This design comes from an exercise in tuning for small area, a short achievable clock period and few clock cycles per item on the open sky130 flow, not from production work.
Where RTL was checked, it was by simulation tests only, not by an equivalence proof against the original.
Power figures rest on the tool's default switching activity, not on a simulated workload.

Setup of v40:
## tsq_decoder
module tsq_decoder (
    input  wire        clk,
    input  wire        rst,           
    input  wire        start,         
    input  wire        ext,           
    input  wire [22:0] in_size,       
    output wire        idle,
    input  wire        in_valid,
    input  wire [7:0]  in_data,
    output wire        in_ready,
    output wire        mem_re,
    output wire [17:0] mem_raddr,
    input  wire [7:0]  mem_rdata,     
    output wire        mem_we,
    output wire [17:0] mem_waddr,
    output wire [7:0]  mem_wdata,
    output wire        done,          
    output wire [3:0]  status,
    output wire [18:0] out_size
);
Size: about 1500 cells after synthesis, ~120 I/O pins, roughly 15000 um^2 of cells after synthesis.
make LEC_CHECK=0 CAP_MARGIN=20 CORE_MARGIN=2 CORE_UTILIZATION=40 SETUP_SLACK_MARGIN=4.0 SLEW_MARGIN=20 finish   # period 7.5 ns
run.sh (not shown) runs the stock make flow with config.mk's settings and CLKGATE_MAP_FILE= SYNTH_SCRIPT=/design/flow/synth_recipe.tcl, a recipe that flattens the netlist after the stock synthesis.
Changes in v55 relative to v40:
- SETUP_SLACK_MARGIN: 4.0 -> 4.5
Results
- v55 against v40: fraction of registers with async set or reset after synthesis neither gained nor lost much; per-cell routed wire length picked up an extra 0.34 um; logic gate share of total power picked up an extra 2.5 points; global routing met2 resource utilization picked up an extra 1.9 points.
- Standard cell with the maximum stage delay on the critical path: sky130_fd_sc_hd__edfxtp_1 -> v55, sky130_fd_sc_hd__a311oi_4 -> v40
Setup changes, v55 to v56
- a change of SETUP_SLACK_MARGIN from 4.5 to 3.5
==> comparison <==
Looking at largest driver fanout on the critical path, v56 sits 12 above v55. Compared with v55, total power in v56 decreased by a few percent. When v56 is set beside v55, its reported net switching power turns out to be about 6% smaller. Diff v55 -> v56 | clock period minus worst slack | increase of 0.59 ns. v56: count of clock-buffer cells in the layout 6 below v55. Delta (v56 minus v55): peak clock frequency supported by timing down 15%, share of total power in combinational logic down 2.7 points, global-route usage down 1.1 points.
Function was not checked in any run of this note: the RTL went through the layout flow alone.


Another version of the RTL of tsq_decoder (not shown whole).
Size in the first run: roughly 250 flip-flops, about 120 I/O pins.
// tsq_decoder
module tsq_decoder (
    input  wire        clk,
    input  wire        rst,           
    input  wire        start,         
    input  wire        ext,           
    input  wire [22:0] in_size,       
    output wire        idle,
    input  wire        in_valid,
    input  wire [7:0]  in_data,
    output wire        in_ready,
    output wire        mem_re,
    output wire [17:0] mem_raddr,
    input  wire [7:0]  mem_rdata,     
    output wire        mem_we,
    output wire [17:0] mem_waddr,
    output wire [7:0]  mem_wdata,
    output wire        done,          
    output wire [3:0]  status,
    output wire [18:0] out_size
);
==> flow/config.mk <==
export PLATFORM = sky130hd
export DESIGN_NAME = tsq_decoder
export DESIGN_NICKNAME = tsq_decoder
export VERILOG_FILES = /design/flow/design.v
export SDC_FILE = /design/flow/constraint.sdc
export NUM_CORES = 4
export LEC_CHECK = 0
export CAP_MARGIN = 20
export CORE_MARGIN = 2
export CORE_UTILIZATION = 60
export CTS_CLUSTER_DIAMETER = 60
export CTS_CLUSTER_SIZE = 20
export SETUP_SLACK_MARGIN = 4.85
export SLEW_MARGIN = 20
==> flow/constraint.sdc <==
create_clock -name core_clock -period 7.5 [get_ports {clk}]
set_input_delay 1.5000 -clock core_clock [delete_from_list [all_inputs] [get_ports {clk}]]
set_output_delay 1.5000 -clock core_clock [all_outputs]
set_load 0.01 [all_outputs]
standard.sh (not shown) runs the stock make flow with config.mk's settings and CLKGATE_MAP_FILE= SYNTH_SCRIPT=/design/flow/synth_recipe.tcl, a recipe that flattens the netlist after the stock synthesis.
==> flow/flow/run.sh <==
#!/bin/bash
# The standard layout, with the port buffers placed as the smallest buffer
# cell (the resizer sizes them up where timing needs it).
set -euo pipefail
export BUFFER_PORTS_ARGS="-buffer_cell sky130_fd_sc_hd__buf_1"
bash standard.sh > standard.log 2>&1
The first run finished with timing, DRC and antenna clean.
Testbench counts at the start, summed over its fixed seeds: cycles 402,748, bytes 355,495.
Change:
--- a/flow/config.mk
+++ b/flow/config.mk
@@ -13 +13 @@
-export SETUP_SLACK_MARGIN = 4.85
+export SETUP_SLACK_MARGIN = 4.9
Clock-buffer cell count climbs by 3.
Non-clock buffer count grows by 20.
Routed wire length rises by a few percent.
Change:
--- a/flow/config.mk
+++ b/flow/config.mk
@@ -11,3 +11,4 @@
-export CTS_CLUSTER_DIAMETER = 60
-export CTS_CLUSTER_SIZE = 20
-export SETUP_SLACK_MARGIN = 4.9
+export CTS_BUF_LIST = sky130_fd_sc_hd__clkbuf_8
+export CTS_CLUSTER_DIAMETER = 50
+export CTS_CLUSTER_SIZE = 14
+export SETUP_SLACK_MARGIN = 4.8
The changed run finished clean.
Worst hold slack improves by 38 ps.
Clock power goes down by a quarter to a third.
Sequential share of layout area goes up by 1.5 points.
Final area goes down by a few percent.
Total power goes down by roughly a tenth.
Global-route usage goes down by 1.1 points.
Routed wire length goes down by a few percent.
Synthesized cell count is unchanged.
Via count goes down slightly.
Change:
--- a/flow/config.mk
+++ b/flow/config.mk
@@ -11,3 +11,2 @@
-export CTS_BUF_LIST = sky130_fd_sc_hd__clkbuf_8
-export CTS_CLUSTER_DIAMETER = 50
-export CTS_CLUSTER_SIZE = 14
+export CTS_CLUSTER_DIAMETER = 60
+export CTS_CLUSTER_SIZE = 20
The changed run ran to the end with no violations.
Synthesized cell count does not change.
Clock skew is about the same.
Routed wire length is lower by 0.58%.
Critical path depth is unchanged.
Change:
--- a/flow/config.mk
+++ b/flow/config.mk
@@ -12,0 +13 @@
+export GPL_TIMING_DRIVEN = 0
Effect: The new run went through all stages and came out clean; setup slack degrades by 47 ps; die area does not change; design area grows by 1.9%; via count rises by 2.2%.
Change:
--- a/flow/config.mk
+++ b/flow/config.mk
@@ -13,2 +13 @@
-export GPL_TIMING_DRIVEN = 0
-export SETUP_SLACK_MARGIN = 4.8
+export SETUP_SLACK_MARGIN = 4.7
The changed run finished clean.
First-iteration DRC count decreases by 21%.
Via count decreases by 2.5%.
Worst setup slack is worse by 44 ps.
Cell count drops by 2.8%.
Wire length came out lower by 3.4%.
Final area drops by 2.8%.
Utilization fell by 2.1 points.

==> static timing again, ports no longer ideal <==
No port has a modelled driver above. Below, the same layouts with a new extraction and two added sets of constraints. Step 1 assumes that a clkbuf_16 drives the clock port and a buf_2 every other input. Step 2 moves the port delays by t, midway between the first and last clock arrival at a register: inputs arrive t later, outputs are due t later. That takes back most of the time a late clock gives input paths. a / b / c = no drivers / after step 1 / after step 2; a / b = the first two.
run | t, ns | setup slack, ns | worst register clock-pin slew, ns | worst slew at a driven data input, ns | cell pins on the clock port's net
v40 | 0.595 | 4.075 / 4.068 / 3.514 | 0.06 / 0.06 | 0.08 | 1
v55 | 0.595 | 4.250 / 4.199 / 3.913 | 0.07 / 0.07 | 0.06 | 1
v56 | 0.601 | 3.655 / 3.598 / 3.085 | 0.06 / 0.06 | 0.08 | 1
the first run of note 2 | 0.562 | 4.810 / 4.812 / 4.273 | 0.08 / 0.08 | 0.04 | 1
the second run of note 2 | 0.599 | 4.843 / 4.796 / 4.306 | 0.08 / 0.08 | 0.05 | 1
the third run of note 2 | 0.614 | 4.788 / 4.745 / 4.218 | 0.10 / 0.10 | 0.06 | 1
the fourth run of note 2 | 0.554 | 4.833 / 4.787 / 4.304 | 0.08 / 0.08 | 0.06 | 1
the fifth run of note 2 | 0.561 | 4.787 / 4.786 / 4.271 | 0.08 / 0.08 | 0.08 | 1
the sixth run of note 2 | 0.576 | 4.742 / 4.696 / 4.228 | 0.08 / 0.08 | 0.04 | 1
After both steps every run listed still meets setup and hold.
